This design comes from an exercise in tuning for small area, a short achievable clock period and few clock cycles on the open sky130 flow, not from production work.
In this exercise RTL edits were held to simulation tests only and were not proved equivalent to the original.
Power and IR drop assume default switching activity.

$ cat flow/config.mk
export PLATFORM = sky130hd
export DESIGN_NAME = pmark_codec
export DESIGN_NICKNAME = pmark_codec
export VERILOG_FILES = /design/flow/design.v
export SDC_FILE = /design/flow/constraint.sdc
export NUM_CORES = 4
export LEC_CHECK = 0
export CAP_MARGIN = 20
export CORE_MARGIN = 2
export CORE_UTILIZATION = 45
export CTS_BUF_LIST = sky130_fd_sc_hd__clkbuf_16
export CTS_CLUSTER_DIAMETER = 90
export CTS_CLUSTER_SIZE = 26
export PLACE_DENSITY = 0.6
export SLEW_MARGIN = 20
export TNS_END_PERCENT = 100
$ cat flow/constraint.sdc
create_clock -name core_clock -period 11.0 [get_ports {clk}]
set_input_delay 2.2000 -clock core_clock [delete_from_list [all_inputs] [get_ports {clk}]]
set_output_delay 2.2000 -clock core_clock [all_outputs]
set_load 0.01 [all_outputs]
$ cat flow/design.v
module pmark_codec #(
    parameter CAP = 256                 
) (
    input  wire       clk,
    input  wire       rst,              
    input  wire       cmd_valid,
    input  wire [7:0] cmd_data,
    output wire       cmd_ready,
    input  wire       raw_valid,
    input  wire [7:0] raw_data,
    output wire       raw_ready,
    output wire       rsp_valid,
    output wire [7:0] rsp_data,
    input  wire       rsp_ready,
    output wire       tx_valid,
    output wire [8:0] tx_char,
    input  wire       tx_ready,
    output wire [8:0] b0_len,
    output wire [8:0] b1_len,
    output wire [1:0] rx_phase,
    output wire       rx_marked,
    output wire       rx_escaped,
    output wire       rx_done,
    output wire [7:0] rx_err,
    output wire [8:0] rx_explen,
    output wire [1:0] pmode
);
    localparam RL = 248;                
    localparam QN = 16;                 
    localparam NT = 31;                 
    localparam PH_IDLE = 2'd0, PH_ACTIVE = 2'd1, PH_FAILED = 2'd2;
    localparam PM_UNKNOWN = 2'd0, PM_MARK = 2'd1, PM_SPACE = 2'd2;
    localparam L_KEEP = 3'd0, L_INC = 3'd1, L_SET0 = 3'd2, L_SET4 = 3'd3, L_SET6 = 3'd4, L_SETX = 3'd5;
    localparam X_OP = 5'b00001, X_ARG = 5'b00010, X_PAY = 5'b00100, X_HEX = 5'b01000, X_EQ = 5'b10000;
    function [7:0] addm;
        input [7:0] v;
        input [3:0] k;
        reg   [8:0] t;
        begin
            t    = {1'b0, v} + {5'd0, k};
            addm = (t >= 9'd248) ? (t - 9'd248) : t[7:0];
        end
    endfunction
    function [7:0] subm;
        input [7:0] v;
        input [3:0] k;
        begin
            subm = (v >= {4'd0, k}) ? (v - {4'd0, k}) : (v + 8'd248 - {4'd0, k});
        end
    endfunction
    function [7:0] dec8;
        input [2:0] v;
        begin
            dec8 = 8'd1 << v;
        end
    endfunction
    function [7:0] hexch;
        input [3:0] n;
        begin
            hexch = (n < 4'd10) ? (8'h30 + {4'd0, n}) : (8'h37 + {4'd0, n});
        end
    endfunction
    function [2:0] nargs;
        input [7:0] o;
        begin
            case (o[7:1])
                7'h08: nargs = 3'd2;                
                7'h09: nargs = 3'd1;                
                7'h0D: nargs = 3'd4;                
                7'h10: nargs = 3'd1;                
                7'h20: nargs = o[0] ? 3'd0 : 3'd2;  
                default: nargs = 3'd0;
            endcase
        end
    endfunction
    function [12:0] pdec;
        input [7:0] b;
        begin
            pdec = 13'd0;
            pdec[0]  = (nargs(b) != 3'd0);
            pdec[1]  = (b[7:1] == 7'h0A);
            pdec[2]  = (b[7:1] == 7'h0B);
            pdec[3]  = (b[7:1] == 7'h0C);
            pdec[4]  = (b[7:1] == 7'h0E);
            pdec[5]  = (b[7:1] == 7'h0F);
            pdec[6]  = (b == 8'h22);
            pdec[7]  = (b[7:1] == 7'h12);
            pdec[8]  = (b[7:1] == 7'h18);
            pdec[9]  = (b == 8'h42);
            pdec[10] = !(pdec[0] | pdec[1] | pdec[2] | pdec[3] | pdec[4] | pdec[5] |
                         pdec[6] | pdec[7] | pdec[8] | pdec[9]);
            pdec[11] = (b == 8'h00);
            pdec[12] = (b == 8'hFF);
        end
    endfunction
    reg [63:0]      lo0, lo1;           
    reg [8*RL-1:0]  ring0, ring1;       
    reg [8:0]       len0, len1;
    reg [1:0]       phase;
    reg             marked, escaped;
    reg [8:0]       explen;
    reg [7:0]       err;
    reg [1:0]       pm;
    reg [7:0]       sp0, sp1;           
    reg [7:0]       ls0, ls1;           
    reg [7:0]       T;                  
    reg [7:0]       lslot0, lslot1;     
    reg [9:0] h30, h31;                 
    reg [9:0] x3;                       
    reg lz0, l40, llt80, lf0;           
    reg lz1, l41, llt81, lf1;
    reg full1;                          
    reg chg;                            
    reg leq_r, l0le8_r, eqlo_r;         
    reg [8:0] f0, f1;                   
    reg [12:0] g0, g1;                  
    reg [1:0] fcnt;
    reg       in_rdy;                   
    assign cmd_ready = in_rdy;
    assign raw_ready = in_rdy;
    wire      in_take = in_rdy && (cmd_valid || raw_valid);
    wire [8:0] in_byte = cmd_valid ? {1'b0, cmd_data} : {1'b1, raw_data};
    wire [12:0] in_dec = pdec(in_byte[7:0]);
    wire      hv = (fcnt != 2'd0);
    wire      hr = f0[8];
    wire [7:0] hd = f0[7:0];
    reg [8:0] q [0:QN-1];                  
    reg [4:0] bar_ok;                   
    reg       tx_busy, tx_s, tx_v;
    reg [8:0] tx_c;
    reg [8:0] tx_len, tx_idx;
    reg [7:0] tslot;
    wire      tx_busy_n;
    wire      tx_end;                   
    reg [4:0]  xst;
    reg [7:0]  op;
    reg [1:0]  argk;
    reg [23:0] arg;
    reg [15:0] pcnt;
    reg        aok;
    reg [8:0]  xi;
    reg [7:0]  xslot;
    reg [1:0]  alast;                   
    reg        arg0z, arg0z_n;          
    reg        o_app, o_appb, o_seti, o_ctl;
    reg        pone;                    
    reg [7:0]  hb;                      
    reg        hb_v, hfirst, hlast;     
    reg        hlast_f;                 
    reg        eqv, eqm;                
    reg  [NT-1:0] rsel;                 
    reg  [7:0] rrd0, rrd1;
    integer    m;
    always @(*) begin
        rrd0 = 8'h00;
        rrd1 = 8'h00;
        for (m = 0; m < NT; m = m + 1) begin
            rrd0 = rrd0 | (ring0[64*m +: 8] & {8{rsel[m]}});
            rrd1 = rrd1 | (ring1[64*m +: 8] & {8{rsel[m]}});
        end
    end
    wire       s     = op[0];
    reg  [8:0] cap_len;
    reg  [9:0] cap_h3;
    reg        sf_llt8, sf_lf, sf_own;
    reg        sf_lal;                  
    reg        txhs;                    
    wire [63:0] lo_s = s ? lo1 : lo0;
    wire       hs     = hd[0];
    wire [8:0] len_hs = hs ? len1 : len0;
    wire [63:0] lo_hs = hs ? lo1 : lo0;
    wire       owned_hs = hs && (phase == PH_ACTIVE);
    reg  [QN:1] qth;                    
    wire sp1ok = !qth[QN];
    wire sp2ok = !qth[QN - 1];
    wire sp3ok = !qth[QN - 2];
    wire sp5ok = !qth[QN - 4];
    wire txh0 = tx_busy && !tx_s;
    wire txh1 = tx_busy &&  tx_s;
    reg        take;
    reg [2:0]  push_n;
    reg [7:0]  pb0, pb1, pb2, pb3, pb4;
    reg        pbar;
    reg        tx_start;
    reg        aw_en, aw_b, aw_islo;
    reg [7:0]  aw_oh;                   
    reg [7:0]  aw_d;
    reg [4:0]  aw_tap;
    reg        seti_en, ctl_en, wide_b;
    reg [31:0] seti_d;
    reg [7:0]  ctl_sp;
    reg [4:0]  xst_n;
    reg [7:0]  op_n;
    reg [1:0]  argk_n;
    reg [23:0] arg_n;
    reg [15:0] pcnt_n;
    reg        aok_n;
    reg [8:0]  xi_n;
    reg [7:0]  xslot_n;
    reg [2:0]  lop0, lop1;              
    reg [1:0]  phase_n;
    reg        marked_n, escaped_n;
    reg [8:0]  explen_n;
    reg [7:0]  err_n;
    reg [7:0]  sp0_n, sp1_n, ls0_n, ls1_n;
    reg        xlt8, xlt8_n;            
    reg [9:0]  x3_n;
    reg [8:0]  cap_len_n;
    reg [9:0]  cap_h3_n;
    reg        sf_llt8_n, sf_lf_n, sf_own_n;
    reg [7:0]  hb_n;
    reg [1:0]  alast_n;
    reg        o_app_n, o_appb_n, o_seti_n, o_ctl_n, pone_n;
    reg        hb_v_n, hfirst_n, hlast_n, hlast_f_n, eqv_n, eqm_n, hpush;
    reg [7:0]  byte_v;
    reg        byte_ok;
    reg        eq_lo;
    reg [9:0]  hcnt;
    reg [15:0] nn;
    integer    k;
    always @(*) begin
        take = 1'b0;
        push_n = 3'd0;
        pb0 = 8'h00; pb1 = 8'h00; pb2 = 8'h00; pb3 = 8'h00; pb4 = 8'h00;
        pbar = 1'b0;
        tx_start = 1'b0;
        aw_en = 1'b0; aw_b = 1'b0; aw_oh = 8'd0; aw_d = 8'h00; aw_tap = 5'd0; aw_islo = 1'b0;
        seti_en = 1'b0; ctl_en = 1'b0; wide_b = 1'b0;
        seti_d = {hd, arg};
        ctl_sp = hd;
        xst_n = xst; op_n = op; argk_n = argk; arg_n = arg; pcnt_n = pcnt;
        aok_n = aok; xi_n = xi; xslot_n = addm(xslot, 4'd1);
        lop0 = L_KEEP; lop1 = L_KEEP; phase_n = phase;
        marked_n = marked; escaped_n = escaped; explen_n = explen; err_n = err;
        sp0_n = sp0; sp1_n = sp1; ls0_n = ls0; ls1_n = ls1;
        hb_n = hb; hb_v_n = hb_v; hfirst_n = hfirst; hlast_n = hlast; hlast_f_n = hlast_f;
        eqv_n = eqv; eqm_n = eqm; hpush = 1'b0;
        alast_n = alast; o_app_n = o_app; o_appb_n = o_appb; o_seti_n = o_seti; o_ctl_n = o_ctl;
        pone_n = pone; xlt8_n = xlt8; x3_n = x3; arg0z_n = arg0z;
        cap_len_n = cap_len; cap_h3_n = cap_h3; sf_llt8_n = sf_llt8; sf_lf_n = sf_lf; sf_own_n = sf_own;
        byte_v = 8'h00; byte_ok = 1'b0; hcnt = 10'd0;
        nn = {hd, arg[7:0]};
        case (1'b1)
        xst[0]: if (hv) begin
            if (hr) begin
                if (phase != PH_ACTIVE) begin
                    if (sp1ok) begin take = 1'b1; push_n = 3'd1; pb0 = 8'hF2; end
                end else if (escaped && !g0[11] && !g0[12]) begin
                    if (sp1ok) begin
                        take = 1'b1; push_n = 3'd1; pb0 = 8'h20;
                        phase_n = PH_FAILED; err_n = 8'h20;
                    end
                end else if (escaped && g0[11]) begin
                    if (sp1ok) begin
                        take = 1'b1; push_n = 3'd1;
                        if (marked) begin
                            pb0 = 8'h21; phase_n = PH_FAILED; err_n = 8'h21;
                        end else begin
                            pb0 = 8'h00; marked_n = 1'b1; escaped_n = 1'b0;
                        end
                    end
                end else if (!escaped && g0[12]) begin
                    if (sp1ok) begin
                        take = 1'b1; push_n = 3'd1; pb0 = 8'h00; escaped_n = 1'b1;
                    end
                end else if (!marked) begin
                    if (sp1ok) begin
                        take = 1'b1; push_n = 3'd1; pb0 = 8'h22;
                        phase_n = PH_FAILED; err_n = 8'h22; escaped_n = 1'b0;
                    end
                end else if (full1) begin
                    if (sp1ok) begin
                        take = 1'b1; push_n = 3'd1; pb0 = 8'h23;
                        phase_n = PH_FAILED; err_n = 8'h23; escaped_n = 1'b0;
                    end
                end else begin
                    if (sp1ok && !txh1 && (llt81 || lslot1[2:0] == 3'd7)) begin
                        take = 1'b1; push_n = 3'd1; pb0 = 8'h00; escaped_n = 1'b0;
                        aw_en = 1'b1; aw_b = 1'b1; aw_oh = dec8(len1[2:0]); aw_d = hd; aw_islo = llt81;
                        aw_tap = addm(lslot1, 4'd1) >> 3;
                        lop1 = L_INC;
                        sp1_n = sp1 + ls1; ls1_n = hd;
                    end
                end
            end else if (g0[0]) begin
                take = 1'b1; op_n = hd; argk_n = 2'd0; xst_n = X_ARG;
                cap_len_n = len_hs; cap_h3_n = hs ? h31 : h30;
                sf_llt8_n = hs ? llt81 : llt80; sf_lf_n = hs ? lf1 : lf0; sf_own_n = owned_hs;
                alast_n = nargs(hd) - 3'd1;
                o_app_n  = (hd[7:1] == 7'h08);
                o_appb_n = (hd[7:1] == 7'h09);
                o_seti_n = (hd[7:1] == 7'h0D);
                o_ctl_n  = (hd[7:1] == 7'h10);
            end else begin
                case (1'b1)
                g0[1]: begin  
                    if (sp1ok) begin
                        take = 1'b1; push_n = 3'd1;
                        if (owned_hs) pb0 = 8'hF3;
                        else begin
                            pb0 = 8'h00;
                            if (hs) begin lop1 = L_SET0; sp1_n = 8'd0; ls1_n = 8'd0; end
                            else    begin lop0 = L_SET0; sp0_n = 8'd0; ls0_n = 8'd0; end
                        end
                    end
                end
                g0[2]: begin  
                    if (sp3ok) begin
                        take = 1'b1; push_n = 3'd3;
                        pb0 = 8'h00; pb1 = len_hs[7:0]; pb2 = {7'd0, len_hs[8]};
                    end
                end
                g0[3]: begin  
                    if (sp3ok) begin
                        take = 1'b1; push_n = 3'd3;
                        pb0 = 8'h00; pb1 = 8'h00; pb2 = 8'h01;
                    end
                end
                g0[4]: begin  
                    if (!(hs ? l41 : l40)) begin
                        if (sp1ok) begin take = 1'b1; push_n = 3'd1; pb0 = 8'h02; end
                    end else if (sp5ok) begin
                        take = 1'b1; push_n = 3'd5;
                        pb0 = 8'h00; pb1 = lo_hs[7:0]; pb2 = lo_hs[15:8];
                        pb3 = lo_hs[23:16]; pb4 = lo_hs[31:24];
                    end
                end
                g0[5]: begin  
                    if (sp2ok) begin
                        take = 1'b1; push_n = 3'd2;
                        pb0 = 8'h00; pb1 = hs ? sp1 : sp0;
                    end
                end
                g0[6]: begin  
                    if (!chg) begin
                        if (!leq_r || !eqlo_r) begin
                            if (sp2ok) begin take = 1'b1; push_n = 3'd2; pb0 = 8'h00; pb1 = 8'h00; end
                        end else if (l0le8_r) begin
                            if (sp2ok) begin take = 1'b1; push_n = 3'd2; pb0 = 8'h00; pb1 = 8'h01; end
                        end else begin
                            take = 1'b1; op_n = hd; xst_n = X_EQ; xi_n = 9'd8; xlt8_n = 1'b0;
                            xslot_n = addm(T, 4'd1);
                            eqv_n = 1'b0; hlast_n = 1'b0; hlast_f_n = 1'b0;
                        end
                    end
                end
                g0[7]: begin  
                    if (sp3ok) begin
                        take = 1'b1; push_n = 3'd3;
                        hcnt = hs ? h31 : h30;
                        pb0 = 8'h00;
                        pb1 = (hs ? lz1 : lz0) ? 8'h00 : hcnt[7:0];
                        pb2 = (hs ? lz1 : lz0) ? 8'h00 : {6'd0, hcnt[9:8]};
                        if (!(hs ? lz1 : lz0)) begin
                            op_n = hd; xst_n = X_HEX; xi_n = 9'd0; xlt8_n = 1'b1; cap_len_n = len_hs;
                            xslot_n = addm(T, 4'd9);
                            hb_v_n = 1'b0; hfirst_n = 1'b1; hlast_n = 1'b0; hlast_f_n = 1'b0;
                        end
                    end
                end
                g0[8]: begin  
                    if (hs ? lz1 : lz0) begin
                        if (sp1ok) begin take = 1'b1; push_n = 3'd1; pb0 = 8'hF4; end
                    end else if (sp1ok && !tx_busy) begin
                        take = 1'b1; push_n = 3'd1; pb0 = 8'h00; pbar = 1'b1;
                        tx_start = 1'b1;
                    end
                end
                g0[9]: begin  
                    if (sp1ok) begin
                        take = 1'b1; push_n = 3'd1;
                        pb0 = 8'h00; phase_n = PH_IDLE; err_n = 8'h00;
                    end
                end
                default: begin
                    if (sp1ok) begin take = 1'b1; push_n = 3'd1; pb0 = 8'hF0; end
                end
                endcase
            end
        end
        xst[1]: if (hv) begin
            if (argk != alast) begin
                take = 1'b1;
                arg_n[8*argk +: 8] = hd;
                argk_n = argk + 2'd1;
                if (argk == 2'd0) arg0z_n = g0[11];
            end else begin
                case (1'b1)
                o_app: begin  
                    if (g0[11] && arg0z) begin
                        if (sp1ok) begin
                            take = 1'b1; push_n = 3'd1; xst_n = X_OP;
                            pb0 = sf_own ? 8'hF3 : 8'h00;
                        end
                    end else begin
                        take = 1'b1; xst_n = X_PAY; pcnt_n = nn; pone_n = (nn == 16'd1);
                        aok_n = !sf_own && (nn <= (16'd256 - {7'd0, cap_len}));
                        xi_n = cap_len; xlt8_n = sf_llt8; x3_n = cap_h3;
                        xslot_n = addm(s ? lslot1 : lslot0, 4'd1);
                    end
                end
                o_appb: begin  
                    if (sf_own) begin
                        if (sp1ok) begin take = 1'b1; push_n = 3'd1; pb0 = 8'hF3; xst_n = X_OP; end
                    end else if (sf_lf) begin
                        if (sp1ok) begin take = 1'b1; push_n = 3'd1; pb0 = 8'h01; xst_n = X_OP; end
                    end else if (sp1ok && !txhs &&
                                 (sf_llt8 || sf_lal)) begin
                        take = 1'b1; push_n = 3'd1; pb0 = 8'h00; xst_n = X_OP;
                        aw_en = 1'b1; aw_b = s; aw_oh = dec8(cap_len[2:0]); aw_d = hd; aw_islo = sf_llt8;
                        aw_tap = addm(s ? lslot1 : lslot0, 4'd1) >> 3;
                        if (s) begin
                            lop1 = L_INC;
                            sp1_n = sp1 + ls1; ls1_n = hd;
                        end else begin
                            lop0 = L_INC;
                            sp0_n = sp0 + ls0; ls0_n = hd;
                        end
                    end
                end
                o_seti: begin  
                    if (sf_own) begin
                        if (sp1ok) begin take = 1'b1; push_n = 3'd1; pb0 = 8'hF3; xst_n = X_OP; end
                    end else if (sp1ok && !txhs) begin
                        take = 1'b1; push_n = 3'd1; pb0 = 8'h00; xst_n = X_OP;
                        seti_en = 1'b1; wide_b = s;
                        if (s) begin
                            lop1 = L_SET4;
                            sp1_n = arg[7:0] + arg[15:8] + arg[23:16]; ls1_n = hd;
                        end else begin
                            lop0 = L_SET4;
                            sp0_n = arg[7:0] + arg[15:8] + arg[23:16]; ls0_n = hd;
                        end
                    end
                end
                o_ctl: begin  
                    if (sf_own) begin
                        if (sp1ok) begin take = 1'b1; push_n = 3'd1; pb0 = 8'hF3; xst_n = X_OP; end
                    end else if (sp1ok && !txhs) begin
                        take = 1'b1; push_n = 3'd1; pb0 = 8'h00; xst_n = X_OP;
                        ctl_en = 1'b1; wide_b = s;
                        if (s) begin
                            lop1 = L_SET6;
                            sp1_n = 8'h93 + {hd[6:0], 1'b0}; ls1_n = 8'h93 + {hd[6:0], 1'b0};
                        end else begin
                            lop0 = L_SET6;
                            sp0_n = 8'h93 + {hd[6:0], 1'b0}; ls0_n = 8'h93 + {hd[6:0], 1'b0};
                        end
                    end
                end
                default: begin  
                    if (sp1ok) begin
                        take = 1'b1; push_n = 3'd1; xst_n = X_OP;
                        if (nn > 16'd256) pb0 = 8'hF1;
                        else begin
                            pb0 = 8'h00;
                            lop1 = L_SET0;
                            sp1_n = 8'd0; ls1_n = 8'd0;
                            marked_n = 1'b0; escaped_n = 1'b0;
                            explen_n = nn[8:0]; err_n = 8'h00; phase_n = PH_ACTIVE;
                        end
                    end
                end
                endcase
            end
        end
        xst[2]: if (hv) begin
            if (!aok) begin
                if (!pone || sp1ok) begin
                    take = 1'b1; pcnt_n = pcnt - 16'd1; pone_n = (pcnt == 16'd2);
                    if (pone) begin
                        push_n = 3'd1; pb0 = sf_own ? 8'hF3 : 8'h01; xst_n = X_OP;
                    end
                end
            end else if ((!pone || sp1ok) && !txhs &&
                         (xlt8 || xslot[2:0] == 3'd7)) begin
                take = 1'b1; pcnt_n = pcnt - 16'd1; pone_n = (pcnt == 16'd2);
                aw_en = 1'b1; aw_b = s; aw_oh = dec8(xi[2:0]); aw_d = hd; aw_islo = xlt8; x3_n = x3 + 10'd3; aw_tap = addm(xslot, 4'd1) >> 3;
                xi_n = xi + 9'd1; xlt8_n = (xi < 9'd7);
                xslot_n = xslot;
                if (s) begin sp1_n = sp1 + ls1; ls1_n = hd; end
                else   begin sp0_n = sp0 + ls0; ls0_n = hd; end
                if (pone) begin
                    push_n = 3'd1; pb0 = 8'h00; xst_n = X_OP;
                    if (s) lop1 = L_SETX;
                    else   lop0 = L_SETX;
                end
            end
        end
        xst[3]: begin
            hpush = hb_v && sp3ok;
            if (hpush) begin
                if (hfirst) begin
                    push_n = 3'd2; pb0 = hexch(hb[7:4]); pb1 = hexch(hb[3:0]);
                end else begin
                    push_n = 3'd3; pb0 = 8'h20; pb1 = hexch(hb[7:4]); pb2 = hexch(hb[3:0]);
                end
                hfirst_n = 1'b0;
                hb_v_n = 1'b0;
                if (hlast) xst_n = X_OP;
            end
            if (xlt8) begin
                byte_v = lo_s[8*xi[2:0] +: 8]; byte_ok = 1'b1;
            end else begin
                byte_v = s ? rrd1 : rrd0; byte_ok = !tx_busy && (xslot[2:0] == 3'd0);
            end
            if ((!hb_v || hpush) && !hlast_f && byte_ok) begin
                hb_n = byte_v; hb_v_n = 1'b1;
                hlast_n = (xi + 9'd1 == cap_len); hlast_f_n = (xi + 9'd1 == cap_len);
                xi_n = xi + 9'd1; xlt8_n = (xi < 9'd7);
                xslot_n = xslot;
            end
        end
        xst[4]: begin
            if (eqv && (eqm || hlast)) begin
                if (sp2ok) begin
                    push_n = 3'd2; pb0 = 8'h00; pb1 = eqm ? 8'h00 : 8'h01; xst_n = X_OP;
                end
            end else begin
                eqv_n = 1'b0;
                if (!hlast_f && !tx_busy && xslot[2:0] == 3'd0) begin
                    eqv_n = 1'b1; eqm_n = (rrd0 != rrd1);
                    hlast_n = (xi + 9'd1 == len0); hlast_f_n = (xi + 9'd1 == len0);
                    xi_n = xi + 9'd1; xlt8_n = (xi < 9'd7);
                    xslot_n = xslot;
                end
            end
        end
        default: xst_n = X_OP;
        endcase
    end
    wire aw_lo  = aw_en && aw_islo;
    reg       wr0, wr1;
    reg [4:0] wr_tap;
    reg [7:0] wr_d;
    always @(posedge clk) begin
        if (rst) begin
            wr0 <= 1'b0;
            wr1 <= 1'b0;
        end else begin
            wr0 <= aw_en && !aw_lo && !aw_b;
            wr1 <= aw_en && !aw_lo &&  aw_b;
        end
        wr_tap <= aw_tap;
        wr_d   <= aw_d;
    end
    genvar g;
    generate
        for (g = 0; g < RL; g = g + 1) begin : RING
            if (g % 8 == 0) begin : TAP
                always @(posedge clk) begin
                    ring0[8*g +: 8] <= (wr0 && wr_tap == g / 8) ? wr_d : ring0[8*((g + RL - 1) % RL) +: 8];
                    ring1[8*g +: 8] <= (wr1 && wr_tap == g / 8) ? wr_d : ring1[8*((g + RL - 1) % RL) +: 8];
                end
            end else begin : SH
                always @(posedge clk) begin
                    ring0[8*g +: 8] <= ring0[8*(g - 1) +: 8];
                    ring1[8*g +: 8] <= ring1[8*(g - 1) +: 8];
                end
            end
        end
        for (g = 0; g < 8; g = g + 1) begin : LOW
            always @(posedge clk) begin
                if (seti_en && !wide_b && g < 4)       lo0[8*g +: 8] <= seti_d[8*(g % 4) +: 8];
                else if (ctl_en && !wide_b && g < 6)   lo0[8*g +: 8] <= (g < 3) ? ((g == 0) ? 8'h87 : (g == 1) ? 8'h09 : 8'h03)
                                                                   : (g < 5) ? ctl_sp : (8'h93 + {ctl_sp[6:0], 1'b0});
                else if (aw_lo && !aw_b && aw_oh[g]) lo0[8*g +: 8] <= aw_d;
                if (seti_en && wide_b && g < 4)        lo1[8*g +: 8] <= seti_d[8*(g % 4) +: 8];
                else if (ctl_en && wide_b && g < 6)    lo1[8*g +: 8] <= (g < 3) ? ((g == 0) ? 8'h87 : (g == 1) ? 8'h09 : 8'h03)
                                                                   : (g < 5) ? ctl_sp : (8'h93 + {ctl_sp[6:0], 1'b0});
                else if (aw_lo && aw_b && aw_oh[g])  lo1[8*g +: 8] <= aw_d;
            end
        end
    endgenerate
    wire       qv   = qth[1];
    wire       pop  = rsp_valid && rsp_ready;
    reg        rsp_v_r;
    wire [QN+5:1] qth_w  = {qth, 5'b11111} << push_n;
    wire [QN:1]   qth_pp = qth_w[QN+5:6];
    wire       q0bar_n = pop ? (qth[2] ? q[1][8] : pbar) : (qv ? q[0][8] : pbar);
    wire       qv_n    = qth[2] || (qv && !pop) || (push_n != 3'd0);
    wire [4:0] bar_ok_n = bar_ok + {4'd0, tx_end} - {4'd0, pop && q[0][8]};
    wire       bz      = (bar_ok == 5'd0);
    wire       b1      = (bar_ok == 5'd1);
    wire       bzn     = !tx_end && (bz || (b1 && pop && q[0][8]));    
    wire       rv_n    = qv_n && !(q0bar_n && bzn);
    assign rsp_valid = rsp_v_r;
    assign rsp_data  = q[0][7:0];
    wire [QN+1:0] qthx = {1'b0, qth, 1'b1};    
    wire [QN:0]   qe   = qthx[QN:0] & ~qthx[QN+1:1];
    wire [8:0]    pbv [0:4];
    assign pbv[0] = {pbar, pb0};
    assign pbv[1] = {1'b0, pb1};
    assign pbv[2] = {1'b0, pb2};
    assign pbv[3] = {1'b0, pb3};
    assign pbv[4] = {1'b0, pb4};
    reg [8:0] qa [0:QN-1];
    reg [8:0] qb [0:QN-1];
    integer i, j;
    always @(*) begin
        for (i = 0; i < QN; i = i + 1) begin
            qa[i] = 9'd0;
            qb[i] = 9'd0;
            for (j = 0; j < 5; j = j + 1) begin
                if (i - j >= 0)     qa[i] = qa[i] | (pbv[j] & {9{qe[i - j]}});
                if (i + 1 - j >= 1) qb[i] = qb[i] | (pbv[j] & {9{qe[i + 1 - j]}});
            end
        end
    end
    always @(posedge clk) begin
        for (i = 0; i < QN; i = i + 1) begin
            if (pop) begin
                if (qthx[i + 2]) q[i] <= q[(i + 1) % QN];
                else             q[i] <= qb[i];
            end else begin
                if (!qthx[i + 1]) q[i] <= qa[i];
            end
        end
    end
    wire tx_take = tx_v && tx_ready;
    wire tx_more = (tx_idx != tx_len);
    wire [7:0] tx_rb = (tx_idx < 9'd8) ? (tx_s ? lo1[8*tx_idx[2:0] +: 8] : lo0[8*tx_idx[2:0] +: 8])
                                       : (tx_s ? rrd1 : rrd0);
    wire tx_rok = (tx_idx < 9'd8) || (tslot[2:0] == 3'd0);
    wire tx_load = tx_busy && tx_more && (!tx_v || tx_take) && tx_rok;
    assign     tx_busy_n = tx_start || (tx_busy && !(tx_take && !tx_more && !tx_load));
    function [NT-1:0] onehot;
        input [4:0] t;
        integer j;
        begin
            for (j = 0; j < NT; j = j + 1) onehot[j] = (t == j);
        end
    endfunction
    wire [7:0]    tslot_p1 = addm(tslot, 4'd1);
    wire [7:0]    tslot_st = addm(T, 4'd8);
    wire [NT-1:0] oh_x   = onehot(xslot_n[7:3]);
    wire [NT-1:0] oh_t0  = onehot(tslot[7:3]);
    wire [NT-1:0] oh_t1  = onehot(tslot_p1[7:3]);
    wire [NT-1:0] oh_st  = onehot(tslot_st[7:3]);
    assign        tx_end = tx_take && !tx_more && !tx_load;
    wire [NT-1:0] rsel_n = tx_start ? oh_st :
                           !tx_busy ? oh_x :
                           tx_end   ? oh_x :
                           tx_load  ? oh_t0 : oh_t1;
    wire [7:0] tslot_n   = tx_start ? tslot_st : (tx_load ? tslot : tslot_p1);
    always @(posedge clk) begin
        if (rst) begin
            fcnt     <= 2'd0;
            in_rdy   <= 1'b1;
            qth      <= {QN{1'b0}};
            rsp_v_r  <= 1'b0;
            bar_ok   <= 5'd0;
            tx_busy  <= 1'b0;
            tx_v     <= 1'b0;
            tx_s     <= 1'b0;
            tx_c     <= 9'd0;
            tx_len   <= 9'd0;
            tx_idx   <= 9'd0;
            tslot    <= 8'd0;
            rsel     <= {NT{1'b0}};
            xst      <= X_OP;
            op       <= 8'h00;
            argk     <= 2'd0;
            arg      <= 24'd0;
            pcnt     <= 16'd0;
            aok      <= 1'b0;
            xi       <= 9'd0;
            xslot    <= 8'd0;
            alast    <= 2'd0;
            o_app    <= 1'b0;
            o_appb   <= 1'b0;
            o_seti   <= 1'b0;
            o_ctl    <= 1'b0;
            pone     <= 1'b0;
            hb       <= 8'd0;
            hb_v     <= 1'b0;
            hfirst   <= 1'b0;
            hlast    <= 1'b0;
            hlast_f  <= 1'b0;
            eqv      <= 1'b0;
            eqm      <= 1'b0;
            xlt8     <= 1'b0;
            x3       <= 10'd0;
            arg0z    <= 1'b0;
            cap_len  <= 9'd0;
            cap_h3   <= 10'd0;
            sf_llt8  <= 1'b0;
            sf_lf    <= 1'b0;
            sf_own   <= 1'b0;
            sf_lal   <= 1'b0;
            txhs     <= 1'b0;
            phase    <= PH_IDLE;
            marked   <= 1'b0;
            escaped  <= 1'b0;
            explen   <= 9'd4;
            err      <= 8'h00;
            pm       <= PM_UNKNOWN;
            sp0      <= 8'd0;
            sp1      <= 8'd0;
            ls0      <= 8'd0;
            ls1      <= 8'd0;
            T        <= 8'd0;
            f0       <= 9'd0;
            f1       <= 9'd0;
            g0       <= 13'd0;
            g1       <= 13'd0;
        end else begin
            in_rdy <= !((fcnt == 2'd2 && !take) || (fcnt == 2'd1 && in_take && !take));
            case ({in_take, take})
                2'b10: begin
                    if (fcnt == 2'd0) begin f0 <= in_byte; g0 <= in_dec; end
                    else              begin f1 <= in_byte; g1 <= in_dec; end
                    fcnt <= fcnt + 2'd1;
                end
                2'b01: begin
                    f0   <= f1; g0 <= g1;
                    fcnt <= fcnt - 2'd1;
                end
                2'b11: begin
                    if (fcnt == 2'd1) begin f0 <= in_byte; g0 <= in_dec; end
                    else begin f0 <= f1; g0 <= g1; f1 <= in_byte; g1 <= in_dec; end
                end
                default: ;
            endcase
            qth  <= pop ? (qth_pp >> 1) : qth_pp;
            rsp_v_r <= rv_n;
            bar_ok <= bar_ok_n;
            xst    <= xst_n;
            op     <= op_n;
            argk   <= argk_n;
            arg    <= arg_n;
            pcnt   <= pcnt_n;
            aok    <= aok_n;
            xi     <= xi_n;
            xslot  <= xslot_n;
            alast  <= alast_n;
            o_app  <= o_app_n;
            o_appb <= o_appb_n;
            o_seti <= o_seti_n;
            o_ctl  <= o_ctl_n;
            pone   <= pone_n;
            hb     <= hb_n;
            hb_v   <= hb_v_n;
            hfirst <= hfirst_n;
            hlast  <= hlast_n;
            hlast_f <= hlast_f_n;
            eqv    <= eqv_n;
            eqm    <= eqm_n;
            phase  <= phase_n;
            marked <= marked_n;
            escaped <= escaped_n;
            explen <= explen_n;
            err    <= err_n;
            sp0    <= sp0_n;
            sp1    <= sp1_n;
            ls0    <= ls0_n;
            ls1    <= ls1_n;
            xlt8   <= xlt8_n;
            x3     <= x3_n;
            arg0z  <= arg0z_n;
            cap_len <= cap_len_n;
            cap_h3 <= cap_h3_n;
            sf_llt8 <= sf_llt8_n;
            sf_lf  <= sf_lf_n;
            sf_own <= sf_own_n;
            sf_lal <= ((op_n[0] ? lslot1[2:0] : lslot0[2:0]) == 3'd6);
            txhs   <= tx_busy_n && ((tx_start ? hs : tx_s) == op_n[0]);
            T      <= addm(T, 4'd1);
            rsel   <= rsel_n;
            tslot  <= tslot_n;
            tx_busy <= tx_busy_n;
            if (tx_start) begin
                tx_s    <= hs;
                tx_len  <= len_hs;
                tx_idx  <= 9'd1;
                tx_v    <= 1'b1;
                tx_c    <= {1'b1, lo_hs[7:0]};
                pm      <= PM_MARK;
            end else begin
                if (tx_take && tx_c[8]) pm <= PM_SPACE;
                if (tx_load) begin
                    tx_v   <= 1'b1;
                    tx_c   <= {1'b0, tx_rb};
                    tx_idx <= tx_idx + 9'd1;
                end else if (tx_take) begin
                    tx_v <= 1'b0;
                end
            end
        end
    end
    always @(posedge clk) begin
        if (rst) begin
            len0 <= 9'd0; h30 <= 10'h3FF; lslot0 <= 8'd9; lz0 <= 1'b1; l40 <= 1'b0; llt80 <= 1'b1; lf0 <= 1'b0;
            len1 <= 9'd0; h31 <= 10'h3FF; lslot1 <= 8'd9; lz1 <= 1'b1; l41 <= 1'b0; llt81 <= 1'b1; lf1 <= 1'b0;
            full1 <= 1'b0;
            chg <= 1'b1;
        end else begin
            case (lop0)
                L_INC:  begin len0 <= len0 + 9'd1; h30 <= h30 + 10'd3; lz0 <= 1'b0; l40 <= (len0 == 9'd3); llt80 <= (len0 < 9'd7); lf0 <= (len0 == 9'd255); end
                L_SET0: begin len0 <= 9'd0; h30 <= 10'h3FF; lslot0 <= addm(T, 4'd10); lz0 <= 1'b1; l40 <= 1'b0; llt80 <= 1'b1; lf0 <= 1'b0; end
                L_SET4: begin len0 <= 9'd4; h30 <= 10'd11; lslot0 <= addm(T, 4'd6);  lz0 <= 1'b0; l40 <= 1'b1; llt80 <= 1'b1; lf0 <= 1'b0; end
                L_SET6: begin len0 <= 9'd6; h30 <= 10'd17; lslot0 <= addm(T, 4'd4);  lz0 <= 1'b0; l40 <= 1'b0; llt80 <= 1'b1; lf0 <= 1'b0; end
                L_SETX: begin len0 <= xi + 9'd1; h30 <= x3 + 10'd3; lslot0 <= xslot; lz0 <= 1'b0; l40 <= (xi == 9'd3); llt80 <= (xi < 9'd7); lf0 <= (xi == 9'd255); end
                default: lslot0 <= addm(lslot0, 4'd1);
            endcase
            case (lop1)
                L_INC:  begin len1 <= len1 + 9'd1; h31 <= h31 + 10'd3; lz1 <= 1'b0; l41 <= (len1 == 9'd3); llt81 <= (len1 < 9'd7); lf1 <= (len1 == 9'd255);
                              full1 <= ({1'b0, len1} + 10'd1 >= {1'b0, explen}); end
                L_SET0: begin len1 <= 9'd0; h31 <= 10'h3FF; lslot1 <= addm(T, 4'd10); lz1 <= 1'b1; l41 <= 1'b0; llt81 <= 1'b1; lf1 <= 1'b0;
                              full1 <= (explen_n == 9'd0); end
                L_SET4: begin len1 <= 9'd4; h31 <= 10'd11; lslot1 <= addm(T, 4'd6);  lz1 <= 1'b0; l41 <= 1'b1; llt81 <= 1'b1; lf1 <= 1'b0;
                              full1 <= (explen <= 9'd4); end
                L_SET6: begin len1 <= 9'd6; h31 <= 10'd17; lslot1 <= addm(T, 4'd4);  lz1 <= 1'b0; l41 <= 1'b0; llt81 <= 1'b1; lf1 <= 1'b0;
                              full1 <= (explen <= 9'd6); end
                L_SETX: begin len1 <= xi + 9'd1; h31 <= x3 + 10'd3; lslot1 <= xslot; lz1 <= 1'b0; l41 <= (xi == 9'd3); llt81 <= (xi < 9'd7); lf1 <= (xi == 9'd255);
                              full1 <= ({1'b0, xi} + 10'd1 >= {1'b0, explen}); end
                default: lslot1 <= addm(lslot1, 4'd1);
            endcase
            chg <= (lop0 != L_KEEP) || (lop1 != L_KEEP) || seti_en || ctl_en || aw_lo;
        end
        leq_r   <= (len0 == len1);
        l0le8_r <= (len0 <= 9'd8);
        eqlo_r  <= eq_lo;
    end
    always @(*) begin
        eq_lo = 1'b1;
        for (k = 0; k < 8; k = k + 1)
            if (k < len0 && lo0[8*k +: 8] != lo1[8*k +: 8]) eq_lo = 1'b0;
    end
    assign b0_len     = len0;
    assign b1_len     = len1;
    assign rx_phase   = phase;
    assign rx_marked  = marked;
    assign rx_escaped = escaped;
    reg rx_done_r;
    always @(posedge clk) begin
        if (rst) rx_done_r <= 1'b0;
        else     rx_done_r <= (phase == PH_ACTIVE) && (len1 == explen);
    end
    assign rx_done    = rx_done_r;
    assign rx_err     = err;
    assign rx_explen  = explen;
    assign pmode      = pm;
    assign tx_valid   = tx_v;
    assign tx_char    = tx_c;
endmodule
$ cat flow/flow/run.sh
#!/bin/bash
set -euo pipefail
bash standard.sh SETUP_SLACK_MARGIN=7.5 TNS_END_PERCENT=100 finish > flow_standard.log 2>&1
$ cat flow/standard.sh
#!/bin/bash
# synth_recipe.tcl (not shown) runs the flow's synth.tcl, then flattens the netlist and writes it again
# the make line also repeats each setting of config.mk as NAME=value (left out here)
make -C /OpenROAD-flow-scripts/flow DESIGN_CONFIG=/design/flow/config.mk WORK_HOME=/design/flow/orfs CLKGATE_MAP_FILE= SYNTH_SCRIPT=/design/flow/synth_recipe.tcl "${@:-finish}"
==> run_results.csv, run 1 <==
group,metric,value,unit
power_and_ir_drop,powerDensity,207.1,mW/mm²
logic_synthesis,synthTopCellsByCount,"dfxtp_1, nor2_1, nand2_1",
worst_setup_path,r2r_end,"lo1[25]$_DFFE_PP_",
worst_setup_path,cp_top_family,"flip-flops",
logic_synthesis,synthXorXnorAreaFrac,1.664,%
clocking,clkSlewWorstSetupHoldPaths,0.09,ns
logic_synthesis,ys_ff_latch,4639,
status,status,"timing/DRC/antenna clean",
worst_setup_path,start_kind,"register",
grt,grt_overflow_total,0,
floorplan,boundaryPins,85,
timing,setup_violations,0,
logic_synthesis,synthFlopType,"dfxtp_1",
power_and_ir_drop,total_power,30930,µW
worst_setup_path,crit_fanout,1,
min_path,hp-start,"ring0[1737]$_DFF_P_",
worst_setup_path,worstReg2RegStart,"fcnt[1]$_SDFFE_PP0P_",
layout,drive_gt1_share,17.24,%
min_path,min_path_cells,0,
logic_synthesis,synth.area.top_cells,"dfxtp_1, mux2_2, edfxtp_1",
timing,drv_slew,0,
worst_setup_path,cp_slowest_stage_delay,0.47,ns
timing,tightest_slew,1.133,ns
logic_synthesis,synth_compound_area_share,9.776,%
logic_synthesis,synth_cell_types,95,
timing,fmaxAchievable,0.2640,GHz
floorplan,initial_core_util,45.11,%
layout,area_delta_synth_final,11.71,%
clocking,cts_buffers,217,
min_path,hold_path.class,"register to register",
floorplan,coreArea,0.2963,mm²
worst_setup_path,crit_slowest_cell,"edfxtp_1",
logic_synthesis,synth_edf_count,173,
detailed_routing,via_count,81560,
detailed_routing,avgRoutedWirePerCell,28.25,µm
worst_setup_path,path_cells,"buf_2",
logic_synthesis,syn_area_per_cell,12.78,µm²
min_path,holdPathEnd,"ring0[1745]$_DFF_P_",
detailed_routing,first_pass_iters,8,
logic_synthesis,yosysTopAreaCell,"dfxtp_1",
grt,grt_util_all_layers,26.44,%
power_and_ir_drop,p_leak,0.05684,µW
placement,dp_hpwl,268500,µm
detailed_routing,dr.first_iter.drc_count,8663,
detailed_routing,ant_nets,0,
logic_synthesis,synthSimpleGateAreaFrac,6.708,%
logic_synthesis,synth_fa_ha_area_share,1.498,%
worst_setup_path,worstSetupEndpointType,"primary output",
clocking,cts.htree.levels,4,
power_and_ir_drop,ir_drop,0.3279,mV
timing,fin_skew,0.1255,ns
layout,nets,10740,
grt,grt_max_degree,153,
grt,grt_pass1_vias,78850,
clocking,cts.path.max_buffers,4,
timing,setup-tns-final,0,ns
placement,portBuffers,79,
logic_synthesis,yosysWarnings,4,
clocking,clk_latency,0.97,ns
worst_setup_path,cp.arrival,1.59,ns
worst_setup_path,reg2regPathDepth,10,
logic_synthesis,yosysSeqAreaShare,70.78,%
timing,rsz0062_at_grt,"yes",
timing,hold_viol,0,
detailed_routing,drc,0,
timing,period_minus_slack,3.788,ns
logic_synthesis,synth_mux_area_share,7.367,%
clocking,cts.sink_count,4639,
placement,place_congestion,0.9591,
clocking,cts_tree,"done",
worst_setup_path,ff2ff_setup_slack,7.43,ns
floorplan,die-area,0.3014,mm²
detailed_routing,via_per_inst,5.599,
grt,antenna_found_initial,29,
logic_synthesis,synth_cells,10460,
flow_run,cap_violations,0,
worst_setup_path,path_buf_inv,1,
clocking,cts_root_buf,"clkbuf_16",
logic_synthesis,synth_top_family_by_area,"compound AO/OA/AOI/OAI gates",
logic_synthesis,synth_async_sr_flop_share,0,%
clocking,cts_hold_buffers,0,
timing,relSlewSlack,22.30,%
grt,grt_pass1_wl,577500,µm
floorplan,fp.dieH,549.0,µm
logic_synthesis,synth_top_cell_area_share,66.89,%
timing,post-route-period-util,34.44,%
floorplan,die_x,549.0,µm
detailed_routing,wirelength,411400,µm
logic_synthesis,syn-cell-area,0.1337,mm²
worst_setup_path,crit_required,8.80,ns
logic_synthesis,synth.most_common_cell,"dfxtp_1",
worst_setup_path,critPathKind,"register to primary output",
floorplan,core.rowCount,200,
[worst max path at each step]
| stage | from | endpoint | slack [ns] | cells past startpoint |
|---|---|---|---|---|
| 2_1_floorplan | tx_ready | rsel[16]$_SDFF_PP0_ | 7.09 | 9 |
| 3_3_place_gp | tx_ready | bar_ok[4]$_SDFF_PP0_ | 5.73 | 12 |
| 3_5_place_dp | tx_ready | bar_ok[4]$_SDFF_PP0_ | 5.81 | 12 |
| 4_1_cts | q[0][6]$_DFFE_PN_ | rsp_data[6] | 7.10 | 1 |
| 5_1_grt | q[0][6]$_DFFE_PN_ | rsp_data[6] | 7.15 | 1 |
| 6_report | q[0][6]$_DFFE_PN_ | rsp_data[6] | 7.21 | 1 |
[sequential cells by signal (all words and copies together), names as in the netlist, 10 cells and up]
signal / cells
h31: 10
q: 144
g0: 12
ring1: 1984
x3: 10
rsel: 31
pcnt: 16
h30: 10
qth: 16
cap_h3: 10
arg: 24
ring0: 1984
g1: 12
lo0: 64
lo1: 64
[layout by cell type, fill, tap and decap left out, types with 70 or more instances in the layout]
cell type     n
a211oi_1    110
a21oi_1     367
a221o_1      73
a221oi_1    141
a22oi_1     227
buf_4       329
buf_6        73
clkbuf_16   222
dfxtp_1    4365
edfxtp_1    173
ha_1        120
inv_1       152
mux2_2      530
mux2i_1     201
mux4_2       75
nand2_1     542
nand3_1     175
nand4_1      70
nor2_1      533
nor3_1      114
o21ai_0     343
o22ai_1     103
xnor2_1     121
xor2_1      120
[where the power goes]
part | internal [µW] | leakage, µW | switching, µW
combinational | 1520 | 0.0163 | 2930
sequential | 17200 | 0.0375 | 280
clock | 3720 | 0.00306 | 5300
total | 22400 | 0.0568 | 8500
[through the flow]
| step | setup slack, ns | std cells | hold WS (ns) | area (µm²) | util (%) |
|---|---|---|---|---|---|
| final | 7.212 | 14570 | 0.2162 | 149300 | 50.39 |
| after global placement | 5.733 | 14110 | 0.3096 | 139400 | 47.06 |
| after floorplan | 7.089 | 10470 | 0.3096 | 134400 | - |
| after CTS | 7.096 | 14490 | 0.2103 | 148000 | 49.96 |
| after global routing | 7.152 | 14560 | 0.2130 | 149300 | 50.39 |
| after detailed placement | 5.815 | 14110 | 0.3121 | 139500 | 47.09 |
[area by class of cell]
cell class | count | area [µm²]
flip-flops and latches | 4639 | 94890
inverters | 165 | 635.6
fillers | 25530 | 147000
clock inverters | 55 | 732.0
repair buffers | 463 | 4328
well taps | 3939 | 4928
diodes | 8 | 20.02
multi-input cells | 5077 | 38300
clock buffers | 219 | 5480
[kinds of logic after synthesis]
| logic type | count (synthesis) |
|---|---|
| AO/OA/AOI/OAI | 1905 |
| buffers and inverters | 755 |
| AND/OR/NAND/NOR | 1931 |
| XOR/XNOR | 254 |
| flip-flops | 4639 |
| multiplexers | 823 |
| other | 1 |
| adder cells (fa/ha/maj) | 154 |
[metal layers]
metal  global-route usage [%]  wire [µm]
met1                    35.85     177500
met2                    41.71     183400
met3                    4.041      28230
met4                    12.14      22260
met5                        0         25
[repair_timing]
| item | 4_1_cts | 5_1_grt |
|---|---|---|
| gates resized for setup | 670 | 159 |
| buffers inserted | 99 | 58 |
| cloned | 8 | 6 |
| pin swaps | 29 | 50 |
| setup endpoints to repair | 774 | 324 |
Testbench counts, summed over its fixed seeds: cycles 10,898.
==> inputs of run 2 (changes only) <==
==> flow/flow/run.sh (replaced) <==
#!/bin/bash
set -euo pipefail
bash standard.sh SETUP_SLACK_MARGIN=8 TNS_END_PERCENT=100 finish > flow_standard.log 2>&1
==> run_results.csv, run 2 <==
group,metric,value,unit
status,status,"timing/DRC/antenna clean",
logic_synthesis,synthTopCellsByCount,"dfxtp_1, nor2_1, nand2_1",
worst_setup_path,ff2ff_setup_slack,7.58,ns
logic_synthesis,synth_cells,10460,
timing,relSlewSlack,8.662,%
layout,fillers,24670,
timing,period_minus_slack,3.784,ns
power_and_ir_drop,powerDensity,209.1,mW/mm²
logic_synthesis,synth_cell_types,95,
timing,fmaxAchievable,0.2643,GHz
logic_synthesis,synth.most_common_cell,"dfxtp_1",
timing,rsz0062_at_grt,"yes",
logic_synthesis,synth_top_family_by_area,"compound AO/OA/AOI/OAI gates",
logic_synthesis,synth.area.top_cells,"dfxtp_1, mux2_2, edfxtp_1",
placement,dp_hpwl,267200,µm
worst_setup_path,start_kind,"register",
logic_synthesis,synth_compound_area_share,9.776,%
layout,final_common_cell,"dfxtp_1",
timing,fin_skew,0.1242,ns
logic_synthesis,yosysSeqAreaShare,70.78,%
grt,grt_max_degree,164,
clocking,cts_tree,"done",
worst_setup_path,worstSetupEndpointType,"primary output",
clocking,cts.htree.levels,4,
worst_setup_path,path_buf_inv,1,
clocking,cts_hold_buffers,0,
worst_setup_path,r2r_end,"rsel[0]$_SDFF_PP0_",
worst_setup_path,path_cells,"buf_2",
detailed_routing,ant_nets,0,
logic_synthesis,yosysWarnings,4,
worst_setup_path,crit_slowest_cell,"edfxtp_1",
timing,setup-tns-final,0,ns
placement,place_congestion,0.9617,
detailed_routing,avgRoutedWirePerCell,28.68,µm
logic_synthesis,synth_async_sr_flop_share,0,%
clocking,cts_buffers,220,
logic_synthesis,synth_edf_count,173,
worst_setup_path,crit_required,8.80,ns
floorplan,boundaryPins,85,
layout,largest_registers,"ring0: 1984 flops, ring1: 1984 flops, q: 144 flops",
clocking,cts.path.max_buffers,4,
detailed_routing,drc,0,
grt,grt_overflow_total,0,
grt,grt_pass1_wl,593800,µm
logic_synthesis,synth_top_cell_area_share,66.89,%
clocking,clkSlewWorstSetupHoldPaths,0.11,ns
worst_setup_path,critPathKind,"register to primary output",
power_and_ir_drop,total_power,33410,µW
floorplan,core.rowCount,200,
placement,portBuffers,79,
logic_synthesis,synthFlopType,"dfxtp_1",
min_path,hp-start,"ring0[1578]$_DFF_P_",
logic_synthesis,synth_fa_ha_area_share,1.498,%
logic_synthesis,syn_area_per_cell,12.78,µm²
floorplan,die_x,549.0,µm
power_and_ir_drop,ir_drop,0.2951,mV
layout,layout_common_cells,"dfxtp_1, buf_4, mux2_2, nand2_1, nor2_1",
worst_setup_path,cp_top_family,"flip-flops",
timing,drv_slew,0,
min_path,holdPathEnd,"ring0[1586]$_DFF_P_",
clocking,clk_latency,0.95,ns
worst_setup_path,cp.arrival,1.58,ns
worst_setup_path,worstReg2RegStart,"fcnt[1]$_SDFFE_PP0P_",
floorplan,coreArea,0.2963,mm²
detailed_routing,dr.first_iter.drc_count,8713,
worst_setup_path,cp_slowest_stage_delay,0.48,ns
detailed_routing,via_count,85010,
clocking,cts.sink_count,4639,
logic_synthesis,yosysTopAreaCell,"dfxtp_1",
timing,setup_violations,0,
timing,post-route-period-util,34.40,%
worst_setup_path,reg2regPathDepth,11,
min_path,min_path_cells,0,
worst_setup_path,crit_fanout,1,
grt,grt_util_all_layers,27.20,%
floorplan,initial_core_util,45.11,%
flow_run,cap_violations,0,
detailed_routing,first_pass_iters,7,
timing,tightest_slew,1.369,ns
layout,area_delta_synth_final,19.53,%
logic_synthesis,syn-cell-area,0.1337,mm²
layout,nets,11250,
grt,antenna_found_initial,24,
min_path,hold_path.class,"register to register",
clocking,cts_root_buf,"clkbuf_16",
logic_synthesis,synthXorXnorAreaFrac,1.664,%
grt,grt_pass1_vias,81170,
timing,hold_viol,0,
logic_synthesis,ys_ff_latch,4639,
power_and_ir_drop,p_leak,0.06101,µW
detailed_routing,wirelength,432400,µm
logic_synthesis,synth_mux_area_share,7.367,%
floorplan,die-area,0.3014,mm²
logic_synthesis,synthSimpleGateAreaFrac,6.708,%
detailed_routing,via_per_inst,5.638,
layout,drive_gt1_share,26.25,%
floorplan,fp.dieH,549.0,µm
==> run 2: per-layer routing <==
metal	GRT usage (%)	vias up	part of all wire, %
met5	0	-	0.024
met3	4.739	1215	7.5
li1	-	37850	-
met4	13.68	18	6.5
met1	35.80	42060	41
met2	43.19	3871	45
==> run 2: power by group <==
group / switching, µW / total [µW] / internal [µW]
Sequential: 315 / 17500 / 17200
Clock: 5250 / 9090 / 3840
Combinational: 3960 / 6820 / 2850
Total: 9530 / 33400 / 23900
==> run 2: cells by family after synthesis <==
| family | after synthesis |
|---|---|
| xor+xnor | 254 |
| compound gates | 1905 |
| mux | 823 |
| simple gates | 1931 |
| flops | 4639 |
| fa+ha+maj | 154 |
| buf+inv | 755 |
| other cells | 1 |
==> run 2: per-stage QoR <==
stage | util, % | hold slack [ns] | worst slack (ns) | instances | area, µm²
6_report | 53.93 | 0.2106 | 7.216 | 15080 | 159800
5_1_grt | 53.92 | 0.2112 | 7.163 | 15070 | 159700
4_1_cts | 51.82 | 0.2072 | 7.131 | 14760 | 153500
3_5_place_dp | 47.26 | 0.3121 | 6.007 | 14120 | 140000
3_3_place_gp | 47.23 | 0.3095 | 6.049 | 14120 | 139900
2_1_floorplan | - | 0.3096 | 7.089 | 10470 | 135300
==> run 2: how the worst max path moves through the flow <==
stage                            from             endpoint  cells past startpoint
floorplan                    tx_ready  rsel[16]$_SDFF_PP0_                      9
global placement             tx_ready   rsel[0]$_SDFF_PP0_                      6
detailed placement  xst[0]$_SDFF_PP1_   g1[1]$_SDFFE_PP0P_                     12
CTS                 q[0][0]$_DFFE_PN_          rsp_data[0]                      1
global route        q[0][0]$_DFFE_PN_          rsp_data[0]                      1
finish              q[0][0]$_DFFE_PN_          rsp_data[0]                      1
==> run 2: area by class of cell <==
cell class | instances | area, µm² | area share [%]
antenna | 12 | 30.03 | 0.01879
clock buffer | 224 | 5605 | 3.508
clock inverter | 46 | 615.6 | 0.3853
inverter | 165 | 676.9 | 0.4237
multi-input combinational | 5092 | 42790 | 26.78
sequential | 4639 | 94920 | 59.41
tap | 3939 | 4928 | 3.085
timing repair buffer | 960 | 10190 | 6.381
timing repair inverter | 1 | 5.005 | 0.003132
==> run 2: what timing repair did <==
action,in CTS,in global routing
pin swaps,175,381
resized for setup,1261,813
buffers inserted,346,275
cloned,29,28
endpoints found under the setup margin,859,570
==> inputs of run 3 (changes only) <==
--- a/flow/design.v
+++ b/flow/design.v
@@ -26,10 +26,11 @@
     output wire [1:0] pmode
 );
     localparam RL = 248;                
-    localparam QN = 16;                 
+    localparam QN = 12;                 
     localparam NT = 31;                 
     localparam PH_IDLE = 2'd0, PH_ACTIVE = 2'd1, PH_FAILED = 2'd2;
     localparam PM_UNKNOWN = 2'd0, PM_MARK = 2'd1, PM_SPACE = 2'd2;
+    localparam K_BYTE = 2'd0, K_HEX1 = 2'd1, K_HEXN = 2'd2;
     localparam L_KEEP = 3'd0, L_INC = 3'd1, L_SET0 = 3'd2, L_SET4 = 3'd3, L_SET6 = 3'd4, L_SETX = 3'd5;
     localparam X_OP = 5'b00001, X_ARG = 5'b00010, X_PAY = 5'b00100, X_HEX = 5'b01000, X_EQ = 5'b10000;
     function [7:0] addm;
@@ -124,7 +125,10 @@
     wire      hv = (fcnt != 2'd0);
     wire      hr = f0[8];
     wire [7:0] hd = f0[7:0];
-    reg [8:0] q [0:QN-1];                  
+    reg [10:0] q [0:QN-1];              
+    reg        ov;                      
+    reg [8:0]  od;                      
+    reg [1:0]  hph;                     
     reg [4:0] bar_ok;                   
     reg       tx_busy, tx_s, tx_v;
     reg [8:0] tx_c;
@@ -181,6 +185,7 @@
     reg [2:0]  push_n;
     reg [7:0]  pb0, pb1, pb2, pb3, pb4;
     reg        pbar;
+    reg [1:0]  pkind;                   
     reg        tx_start;
     reg        aw_en, aw_b, aw_islo;
     reg [7:0]  aw_oh;                   
@@ -222,7 +227,7 @@
         take = 1'b0;
         push_n = 3'd0;
         pb0 = 8'h00; pb1 = 8'h00; pb2 = 8'h00; pb3 = 8'h00; pb4 = 8'h00;
-        pbar = 1'b0;
+        pbar = 1'b0; pkind = K_BYTE;
         tx_start = 1'b0;
         aw_en = 1'b0; aw_b = 1'b0; aw_oh = 8'd0; aw_d = 8'h00; aw_tap = 5'd0; aw_islo = 1'b0;
         seti_en = 1'b0; ctl_en = 1'b0; wide_b = 1'b0;
@@ -488,13 +493,9 @@
             end
         end
         xst[3]: begin
-            hpush = hb_v && sp3ok;
+            hpush = hb_v && sp1ok;
             if (hpush) begin
-                if (hfirst) begin
-                    push_n = 3'd2; pb0 = hexch(hb[7:4]); pb1 = hexch(hb[3:0]);
-                end else begin
-                    push_n = 3'd3; pb0 = 8'h20; pb1 = hexch(hb[7:4]); pb2 = hexch(hb[3:0]);
-                end
+                push_n = 3'd1; pb0 = hb; pkind = hfirst ? K_HEX1 : K_HEXN;
                 hfirst_n = 1'b0;
                 hb_v_n = 1'b0;
                 if (hlast) xst_n = X_OP;
@@ -573,43 +574,51 @@
         end
     endgenerate
     wire       qv   = qth[1];
-    wire       pop  = rsp_valid && rsp_ready;
+    wire       pop  = rsp_valid && rsp_ready;      
     reg        rsp_v_r;
+    wire [1:0] hkind = q[0][9:8];
+    wire [7:0] hdat  = q[0][7:0];
+    wire       glast = (hkind == K_BYTE) || (hkind == K_HEX1 && hph == 2'd1) || (hph == 2'd2);
+    wire [7:0] gch   = (hkind == K_BYTE) ? hdat :
+                       (hkind == K_HEXN && hph == 2'd0) ? 8'h20 :
+                       (hph == (hkind == K_HEX1 ? 2'd0 : 2'd1)) ? hexch(hdat[7:4]) : hexch(hdat[3:0]);
+    wire       oload = qv && (!ov || pop);
+    wire       qpop  = oload && glast;             
     wire [QN+5:1] qth_w  = {qth, 5'b11111} << push_n;
     wire [QN:1]   qth_pp = qth_w[QN+5:6];
-    wire       q0bar_n = pop ? (qth[2] ? q[1][8] : pbar) : (qv ? q[0][8] : pbar);
-    wire       qv_n    = qth[2] || (qv && !pop) || (push_n != 3'd0);
-    wire [4:0] bar_ok_n = bar_ok + {4'd0, tx_end} - {4'd0, pop && q[0][8]};
+    wire       ov_n    = oload || (ov && !pop);
+    wire       odbar_n = oload ? q[0][10] : od[8];
+    wire [4:0] bar_ok_n = bar_ok + {4'd0, tx_end} - {4'd0, pop && od[8]};
     wire       bz      = (bar_ok == 5'd0);
     wire       b1      = (bar_ok == 5'd1);
-    wire       bzn     = !tx_end && (bz || (b1 && pop && q[0][8]));    
-    wire       rv_n    = qv_n && !(q0bar_n && bzn);
+    wire       bzn     = !tx_end && (bz || (b1 && pop && od[8]));    
+    wire       rv_n    = ov_n && !(odbar_n && bzn);
     assign rsp_valid = rsp_v_r;
-    assign rsp_data  = q[0][7:0];
+    assign rsp_data  = od[7:0];
     wire [QN+1:0] qthx = {1'b0, qth, 1'b1};    
     wire [QN:0]   qe   = qthx[QN:0] & ~qthx[QN+1:1];
-    wire [8:0]    pbv [0:4];
-    assign pbv[0] = {pbar, pb0};
-    assign pbv[1] = {1'b0, pb1};
-    assign pbv[2] = {1'b0, pb2};
-    assign pbv[3] = {1'b0, pb3};
-    assign pbv[4] = {1'b0, pb4};
-    reg [8:0] qa [0:QN-1];
-    reg [8:0] qb [0:QN-1];
+    wire [10:0]   pbv [0:4];
+    assign pbv[0] = {pbar, pkind, pb0};
+    assign pbv[1] = {3'b0, pb1};
+    assign pbv[2] = {3'b0, pb2};
+    assign pbv[3] = {3'b0, pb3};
+    assign pbv[4] = {3'b0, pb4};
+    reg [10:0] qa [0:QN-1];
+    reg [10:0] qb [0:QN-1];
     integer i, j;
     always @(*) begin
         for (i = 0; i < QN; i = i + 1) begin
-            qa[i] = 9'd0;
-            qb[i] = 9'd0;
+            qa[i] = 11'd0;
+            qb[i] = 11'd0;
             for (j = 0; j < 5; j = j + 1) begin
-                if (i - j >= 0)     qa[i] = qa[i] | (pbv[j] & {9{qe[i - j]}});
-                if (i + 1 - j >= 1) qb[i] = qb[i] | (pbv[j] & {9{qe[i + 1 - j]}});
+                if (i - j >= 0)     qa[i] = qa[i] | (pbv[j] & {11{qe[i - j]}});
+                if (i + 1 - j >= 1) qb[i] = qb[i] | (pbv[j] & {11{qe[i + 1 - j]}});
             end
         end
     end
     always @(posedge clk) begin
         for (i = 0; i < QN; i = i + 1) begin
-            if (pop) begin
+            if (qpop) begin
                 if (qthx[i + 2]) q[i] <= q[(i + 1) % QN];
                 else             q[i] <= qb[i];
             end else begin
@@ -648,6 +657,9 @@
             fcnt     <= 2'd0;
             in_rdy   <= 1'b1;
             qth      <= {QN{1'b0}};
+            ov       <= 1'b0;
+            od       <= 9'd0;
+            hph      <= 2'd0;
             rsp_v_r  <= 1'b0;
             bar_ok   <= 5'd0;
             tx_busy  <= 1'b0;
@@ -722,7 +734,12 @@
                 end
                 default: ;
             endcase
-            qth  <= pop ? (qth_pp >> 1) : qth_pp;
+            qth  <= qpop ? (qth_pp >> 1) : qth_pp;
+            ov   <= ov_n;
+            if (oload) begin
+                od  <= {q[0][10], gch};
+                hph <= glast ? 2'd0 : hph + 2'd1;
+            end
             rsp_v_r <= rv_n;
             bar_ok <= bar_ok_n;
             xst    <= xst_n;
==> flow/flow/run.sh (replaced) <==
#!/bin/bash
set -euo pipefail
bash standard.sh SETUP_SLACK_MARGIN=7.5 TNS_END_PERCENT=100 finish > flow_standard.log 2>&1
==> run_results.csv, run 3 <==
group,metric,value,unit
logic_synthesis,synth_cell_types,110,
timing,setup_violations,0,
clocking,cts_root_buf,"clkbuf_16",
floorplan,coreArea,0.2943,mm²
worst_setup_path,r2r_end,"q[4][0]$_DFFE_PP_",
placement,place_area,0.1388,mm²
timing,setup-tns-final,0,ns
power_and_ir_drop,powerDensity,207.5,mW/mm²
timing,holdWs,0.2538,ns
min_path,holdPathEnd,"ring0[1644]$_DFF_P_",
placement,portBuffers,79,
logic_synthesis,synth_edf_count,183,
layout,layout_common_cells,"dfxtp_1, nand2_1, mux2_2, nor2_1, a21oi_1",
worst_setup_path,path_cells,"buf_6",
clocking,cts.sink_count,4635,
layout,area_delta_synth_final,11.32,%
detailed_routing,dr.first_iter.drc_count,8067,
logic_synthesis,yosysTopAreaCell,"dfxtp_1",
logic_synthesis,syn-cell-area,0.1334,mm²
detailed_routing,avgRoutedWirePerCell,27.83,µm
worst_setup_path,start_kind,"register",
worst_setup_path,path_buf_inv,1,
floorplan,core.rowCount,199,
grt,grt_pass1_wl,565600,µm
worst_setup_path,critPathKind,"register to primary output",
worst_setup_path,ff2ff_setup_slack,7.50,ns
layout,final_common_cell,"dfxtp_1",
worst_setup_path,reg2regPathDepth,12,
detailed_routing,via_per_inst,5.558,
clocking,cts.path.max_buffers,4,
placement,dp_hpwl,266000,µm
grt,grt_max_degree,75,
min_path,min_path_cells,0,
logic_synthesis,ys_ff_latch,4635,
clocking,cts_buffers,219,
worst_setup_path,crit_required,8.80,ns
layout,nets,10660,
grt,grt_overflow_total,0,
timing,rsz0062_at_grt,"yes",
worst_setup_path,crit_fanout,2,
worst_setup_path,worstSetupEndpointType,"primary output",
clocking,clkSlewWorstSetupHoldPaths,0.10,ns
worst_setup_path,cp_slowest_stage_delay,0.44,ns
detailed_routing,via_count,80390,
placement,place_congestion,1.003,
clocking,cts_tree,"done",
power_and_ir_drop,p_leak,0.05710,µW
detailed_routing,first_pass_iters,7,
logic_synthesis,synthTopCellsByCount,"dfxtp_1, nand2_1, mux2_2",
clocking,cts.htree.levels,4,
logic_synthesis,synthFlopType,"dfxtp_1",
min_path,hold_path.class,"register to register",
worst_setup_path,crit_slowest_cell,"dfxtp_4",
timing,period_minus_slack,3.712,ns
logic_synthesis,syn_area_per_cell,12.84,µm²
min_path,hp-start,"ring0[1636]$_DFF_P_",
logic_synthesis,synth_top_cell_area_share,66.83,%
status,status,"timing/DRC/antenna clean",
detailed_routing,wirelength,402500,µm
timing,fmaxAchievable,0.2694,GHz
power_and_ir_drop,ir_drop,0.1434,mV
detailed_routing,ant_nets,0,
timing,drv_slew,0,
logic_synthesis,synth_cells,10390,
floorplan,boundaryPins,85,
floorplan,fp.dieH,548.4,µm
floorplan,die-area,0.3007,mm²
logic_synthesis,yosysSeqAreaShare,70.95,%
worst_setup_path,cp.arrival,1.51,ns
timing,hold_viol,0,
grt,antenna_found_initial,21,
logic_synthesis,synth.most_common_cell,"dfxtp_1",
logic_synthesis,synth_async_sr_flop_share,0,%
timing,tightest_slew,1.219,ns
grt,grt_util_all_layers,25.93,%
timing,fin_skew,0.1130,ns
grt,grt_pass1_vias,76920,
worst_setup_path,worstReg2RegStart,"f0[0]$_SDFFE_PP0P_",
flow_run,cap_violations,0,
layout,drive_gt1_share,16.88,%
worst_setup_path,cp_top_family,"flip-flops",
clocking,clk_latency,0.96,ns
floorplan,initial_core_util,45.31,%
layout,largest_registers,"ring0: 1984 flops, ring1: 1984 flops, q: 132 flops",
logic_synthesis,yosysWarnings,4,
timing,post-route-period-util,33.75,%
floorplan,die_x,548.4,µm
power_and_ir_drop,total_power,30810,µW
detailed_routing,drc,0,
logic_synthesis,synth.area.top_cells,"dfxtp_1, mux2_2, edfxtp_1",
timing,relSlewSlack,18.55,%
layout,final_cell_area,0.1485,mm²
==> run 3: changes by cell type after synthesis, moves of 13 or more <==
cell and delta:
a221o_1 -19, a221oi_1 -52, a22oi_1 +16, and2_1 +13, clkbuf_1 -26, dfxtp_1 -14
mux2i_1 -29, nand2_1 +82, nor2_1 -62, nor3b_1 +14, o21ai_0 -56, o22ai_1 -49
or3_1 -15, xor2_1 -22
==> run 3: logic make-up after synthesis <==
kind of cell | after synthesis | synth area share (%)
fa+ha+maj | 157 | 1.529
flops | 4635 | 70.95
buf+inv | 723 | 2.164
compound gates | 1814 | 9.398
mux | 792 | 7.141
other cells | 1 | 0.002812
simple gates | 2026 | 7.229
xor+xnor | 241 | 1.583
==> run 3: layer usage <==
layer	vias up	global-route usage (%)	part of all wire, %
li1	36390	-	-
met1	40070	35.75	44
met2	3142	40.68	45
met5	-	0	0.0047
met3	781	3.848	6.3
met4	4	10.98	5.0
==> run 3: layout make-up <==
cell class                      count  area [µm²]
Fill cell                       25500      145900
Sequential cell                  4635       94900
Multi-Input combinational cell   5042       37740
Clock buffer                      220        5505
Tap cell                         3919        4903
Timing Repair Buffer              431        3966
Clock inverter                     56       819.5
Inverter                          155       598.1
Antenna cell                        5       12.51
==> run 3: metrics by stage <==
| step | std cells | worst slack, ns | util (%) |
|---|---|---|---|
| after global placement | 14010 | 5.278 | 47.14 |
| after floorplan | 10390 | 6.966 | - |
| final | 14460 | 7.288 | 50.44 |
| after global routing | 14460 | 7.247 | 50.44 |
| after detailed placement | 14020 | 5.341 | 47.18 |
| after CTS | 14390 | 7.214 | 50.01 |
==> run 3: worst max path at each step <==
stage | start | to | slack [ns] | cells past startpoint
finish | rsp_v_r$_SDFF_PP0_ | rsp_valid | 7.29 | 1
global route | rsp_v_r$_SDFF_PP0_ | rsp_valid | 7.25 | 1
CTS | tx_v$_SDFFE_PP0P_ | tx_valid | 7.21 | 1
detailed placement | rsp_ready | q[2][0]$_DFFE_PP_ | 5.34 | 9
global placement | rsp_ready | q[2][0]$_DFFE_PP_ | 5.28 | 9
floorplan | tx_ready | rsel[27]$_SDFF_PP0_ | 6.97 | 10
==> run 3: power breakdown <==
| part | switching (µW) | leakage (µW) | internal (µW) |
|---|---|---|---|
| Clock | 5330 | 0.00310 | 3770 |
| Sequential | 282 | 0.0380 | 17200 |
| Combinational | 2800 | 0.0160 | 1410 |
| Total | 8410 | 0.0571 | 22400 |
==> run 3: timing repair <==
item	in CTS	in global routing
hold buffers	0	0
setup endpoints to repair	748	298
gates resized for setup	638	153
pin swaps	22	42
cloned	5	5
buffers inserted	95	62
Testbench counts of run 3, summed over its fixed seeds: cycles 10,816.

## what the ideal ports hide
Ports are ideal in the flow. The routed layouts listed here were re-timed in OpenROAD. Step 1: set_driving_cell puts a clkbuf_16 on clk and a buf_2 on each other input, an assumption about the parent block. Step 2 moves the port delays by t, midway between the first and last clock arrival at a register: inputs arrive t later, outputs are due t later. That takes back most of the time a late clock gives input paths. a / b / c = no drivers / after step 1 / after step 2; a / b = the first two.
run | t, ns | setup WS [ns] | worst setup path after step 2 | clock arrival spread, ns | slew at the worst register clock pin (ns)
run 1 | 1.014 | 7.212 / 7.103 / 6.549 | input to register | 0.132 / 0.132 | 0.11 / 0.11
run 2 | 0.998 | 7.216 / 7.105 / 6.625 | input to register | 0.133 / 0.133 | 0.12 / 0.12
run 3 | 1.006 | 7.288 / 7.185 / 6.556 | input to register | 0.113 / 0.113 | 0.11 / 0.11
After both steps every run listed still meets setup and hold. For run 3, which loses most, drivers alone change the setup slack by -0.103 ns; drivers and shift together by -0.732 ns.
